This design comes from an exercise in tuning for small area, a short achievable clock period and few clock cycles per item on the open sky130 flow, not from production work.
Function was checked by simulation only, so behaviour that the tests miss may differ from the original.

==> flow/design.v (outline; a module is shown in full before it is edited, if it fits) <==
// module yuv2rgba_rows_r: 432 lines
// module yuv2rgba_acc_r: 159 lines
// module yuv2rgba_rows_g: 704 lines
// module yuv2rgba_acc_g: 141 lines
// module yuv2rgba_rows_b: 402 lines
// module yuv2rgba_acc_b: 157 lines
// module yuv2rgba_add: 34 lines
// module yuv2rgba_div: 44 lines
// module yuv2rgba_dtab: 86 lines
// module yuv2rgba: 160 lines
module yuv2rgba (
    input  wire        clk,
    input  wire        rst,
    input  wire        in_valid,
    output wire        in_ready,
    input  wire [31:0] in_y,
    input  wire [31:0] in_u,
    input  wire [31:0] in_v,
    input  wire [4:0]  in_depth_m1,
    output wire        out_valid,
    input  wire        out_ready,
    output wire [31:0] out_rgba
);
  // ...
==> flow/flow/run.sh <==
#!/bin/bash
# The standard layout (standard.sh, unchanged synthesis and steps), with its
# timing repair aiming for 11 ns of setup slack at the design's clock period
# instead of 0; the clock period and constraints are the design's.
set -euo pipefail
export SETUP_SLACK_MARGIN=11
bash standard.sh > standard_make.log 2>&1
==> flow/standard.sh <==
#!/bin/bash
# synth_recipe.tcl (not shown) runs the flow's synth.tcl, then flattens the netlist and writes it again
# the make line also repeats each setting of config.mk as NAME=value (left out here)
make -C /OpenROAD-flow-scripts/flow DESIGN_CONFIG=/design/flow/config.mk WORK_HOME=/design/flow/orfs CLKGATE_MAP_FILE= SYNTH_SCRIPT=/design/flow/synth_recipe.tcl "${@:-finish}"
==> flow/config.mk <==
export PLATFORM = sky130hd
export DESIGN_NAME = yuv2rgba
export DESIGN_NICKNAME = yuv2rgba
export VERILOG_FILES = /design/flow/design.v
export SDC_FILE = /design/flow/constraint.sdc
export NUM_CORES = 4
export LEC_CHECK = 0
export CAP_MARGIN = 20
export CORE_MARGIN = 2
export CORE_UTILIZATION = 65
export PLACE_DENSITY = 0.75
export SLEW_MARGIN = 20
==> flow/constraint.sdc <==
create_clock -name core_clock -period 16.0 [get_ports {clk}]
set_input_delay 3.2000 -clock core_clock [delete_from_list [all_inputs] [get_ports {clk}]]
set_output_delay 3.2000 -clock core_clock [all_outputs]
set_load 0.01 [all_outputs]
==> results.json, run 1 <==
{
  "post-route-period-util_pct": 32.0,
  "fin_crit_ps": 5110,
  "gp_congestion": 1.13,
  "route.detailed.wl_per_inst_um": 29.6,
  "path_common_cell": "fa_1",
  "seq_cell_count": 924,
  "critPathMaxStageDelay_ps": 890,
  "clockBufferCount": 145,
  "drv_slew": 0,
  "relSlewSlack_pct": 9.88,
  "min_path_type": "reg -> reg",
  "fp.dieW_um": 382,
  "first_global_vias": 81800,
  "cp_max_fo": 6,
  "ys_warn_count": 11,
  "startpoint": "yh[6]",
  "skew_ps": 67.1,
  "grt_antenna_before_repair": 14,
  "holdWs_ps": 437,
  "drt_wl_total_um": 363000,
  "rsz0062_at_grt": "yes",
  "path_delay_family": "adder cells",
  "seq_share_pct": 21.1,
  "fin_ws_ps": 10890,
  "ys_ff_latch": 924,
  "n_all_buffers": 395,
  "clock_sinks": 924,
  "synth_mux_area_share_pct": 1.81,
  "buffer_area_share_pct": 3.35,
  "wl_met3_um": 37900,
  "cp.arrival_ps": 5690,
  "status": "finished clean",
  "drive_above_1_share_pct": 7.34,
  "crit_chain": "inv_1 > fa_1 > inv_1 > fa_1 > fa_1 > inv_1 > fa_1 > inv_1 > fa_1 > inv_1 > fa_1"
}
Testbench counts, summed over its fixed seeds: cycles 16,058, pixels 8,000.
==> run 2, diff against run 1 <==
==> flow/flow/run.sh (replaced) <==
#!/bin/bash
# The standard layout (standard.sh, unchanged synthesis and steps), with its
# timing repair aiming for 11.5 ns of setup slack at the design's clock period
# instead of 0; the clock period and constraints are the design's.
set -euo pipefail
export SETUP_SLACK_MARGIN=11.5
bash standard.sh > standard_make.log 2>&1
--- a/flow/config.mk
+++ b/flow/config.mk
@@ -7,6 +7,6 @@
 export LEC_CHECK = 0
 export CAP_MARGIN = 20
 export CORE_MARGIN = 2
-export CORE_UTILIZATION = 65
-export PLACE_DENSITY = 0.75
+export CORE_UTILIZATION = 55
+export PLACE_DENSITY = 0.7
 export SLEW_MARGIN = 20
==> run 2 against run 1 <==
Non-clock buffer count grew 111. Largest cell class unchanged. Count of clock-buffer cells in the layout shrank 4. Routed wire length grew 2.4%. Still clean. Synthesized cell count is the same. Global-route usage shrank 6.7 points.
==> results.json, run 2 <==
{
  "postRouteAntennaNets": 0,
  "grt_pass1_wl_um": 528000,
  "crit_chain": "buf_2",
  "synth_area_leaders": "ha_1, fa_1, dfxtp_1, edfxtp_1, inv_1",
  "post-dp-hpwl_um": 297000,
  "async_flop_share_pct": 0,
  "fp.dieW_um": 414,
  "synth_top_cell_by_area": "ha_1",
  "critPathKind": "reg -> out",
  "fin_util_pct": 62.6,
  "rows": 150,
  "synth_area_um2": 92700,
  "rsz0062_at_grt": "yes",
  "gr-usage-all-layers_pct": 42.2,
  "post-route-period-util_pct": 29.2,
  "viasPerCell": 6.23,
  "ys_warn_count": 11,
  "remaining_drc_errors": 0,
  "ys.flop_type": "dfxtp_1",
  "path_buf_inv": 1,
  "use_met1_pct": 46.8,
  "ys_ff_latch": 924,
  "vias": 79200,
  "first_global_vias": 78500,
  "worst_setup_path_end_kind": "output pin",
  "nets": 12500,
  "hold_violations": 0,
  "relSlewSlack_pct": 15.0,
  "syn_area_per_cell_um2": 9.21,
  "use_met3_pct": 6.71,
  "drt_wl_total_um": 372000,
  "fin_tns_setup_ps": 0,
  "drv_cap": 0,
  "min_path_type": "reg -> reg",
  "r2r_cells": 16,
  "drive_above_1_share_pct": 10.4,
  "status": "finished clean",
  "cts-buffers-inserted": 109,
  "use_met2_pct": 67.5,
  "first_iter_violations": 7473,
  "holdWs_ps": 439,
  "hold_buffers": 0,
  "dpl_cell_area_um2": 97600,
  "clock_sinks": 924,
  "grt-busiest-layer": "met2",
  "fp.dieArea_um2": 172000,
  "path_delay_family": "flip-flops",
  "drv_slew": 0,
  "core_um2": 167000,
  "finalInstanceArea_um2": 105000,
  "gp_congestion": 1.07,
  "critPathMaxStageDelay_ps": 480,
  "synthCells": 10100,
  "cts_tree": "built",
  "synth_edf_count": 299,
  "fin_crit_ps": 4680,
  "worstMarginPinSlew_ps": 1270,
  "initial_core_util_pct": 55.4,
  "startpoint_type": "flip-flop",
  "required_ps": 12800,
  "yosys.area.top_type_share_pct": 16.5,
  "clk_pin_slew_ps": 60,
  "worstSetupPathDepth": 1,
  "cts-root-buf": "clkbuf_16",
  "ys_seq_area_share_pct": 23.2,
  "hold_depth": 1,
  "area_delta_synth_final_pct": 13.0,
  "grt_antenna_before_repair": 8,
  "io_buffer_count": 138,
  "cp_max_fo": 1,
  "drtPass1Iterations": 7,
  "slowest_stage": "edfxtp_1",
  "grt_overflow_total": 0,
  "cts_max_level": 3,
  "synth_cell_types": 101,
  "dieHeight_um": 414,
  "grt_max_degree": 69,
  "synth_top_cells_by_count": "inv_1, ha_1, a21oi_1",
  "pin_count": 139,
  "yosysMostFrequentCell": "inv_1",
  "worstSkewPairLatency_ps": 820,
  "skew_ps": 83.6,
  "cts_max_path_buffers": 3,
  "max_freq_mhz": 214,
  "final_common_cell": "inv_1",
  "mostFrequentLayoutCells": "inv_1, ha_1, a21oi_1",
  "setup_viol": 0,
  "route.detailed.wl_per_inst_um": 29.3,
  "cp.arrival_ps": 1480
}
-- run 2: final timing paths --
kind,start,to,slack (ps)
hold reg to reg,u_rows_g.pa[1],u_acc_g.x[1],440
setup reg to reg,u_rows_r.pa[28],u_div0_r.rem[19],11490
hold / removal,u_rows_g.pa[1],u_acc_g.x[1],440
setup / recovery,out_q[8],out_rgba[8],11320
-- run 2: repair_timing --
item / 4_1_cts / 5_1_grt
gates cloned: 2 / 4
resized for setup: 371 / 153
endpoints found under the setup margin: 372 / 298
pin swaps: 31 / 55
setup buffers: 109 / 67
-- run 2: cells by family after synthesis --
group / share of synthesized area [%]
fa+ha+maj: 32.9
compound gates: 18.8
other cells: 0.00405
xor+xnor: 6.24
flops: 23.2
buf+inv: 6.66
simple gates: 10.4
mux: 1.81
-- run 2: through the flow --
stage          instances  setup slack (ps)
6_report           12700             11320
5_1_grt            12700             11320
4_1_cts            12600             11280
3_5_place_dp       12300             10450
3_3_place_gp       12300             10350
2_1_floorplan      10100             11510
-- run 2: layout make-up --
class | instances | area [um^2]
inverter | 1347 | 5200
multi-input combinational | 7511 | 66800
fill | 14100 | 62500
antenna | 3 | 7.51
sequential | 924 | 21500
tap | 2204 | 2760
clock inverter | 65 | 797
timing repair buffer | 506 | 4440
clock buffer | 141 | 3140
-- run 2: metal layers --
metal / vias up / part of all wire, %
met5: - / 0.0051
li1: 35800 / -
met4: 4 / 13
met1: 38500 / 36
met3: 1311 / 6.9
met2: 3635 / 45

-- separate check: timing with driven ports --
No port has a modelled driver above. Below, the same layouts with a new extraction and two added sets of constraints.
Step 1 sets driving cells, clkbuf_16 on the clock port and buf_2 on the other inputs (assumed; they add their load-dependent delay and slew).
Step 2, shift: input delay + t, output delay - t, t = (earliest + latest rising clock arrival at the registers) / 2. This alone moves slack from input paths to output paths.
Three values: ideal ports, drivers, drivers and shift; two values: the first two.
| run | shift t [ns] | setup WS [ns] | latest minus earliest clock arrival (ns) |
|---|---|---|---|
| run 1 | 0.851 | 10.887 / 10.887 / 10.630 | 0.067 / 0.067 |
| run 2 | 0.871 | 11.323 / 11.229 / 10.751 | 0.084 / 0.084 |
After both steps setup and hold are still met in every run listed. For run 2, which loses most, drivers alone change the setup slack by -0.094 ns; drivers and shift together by -0.572 ns.
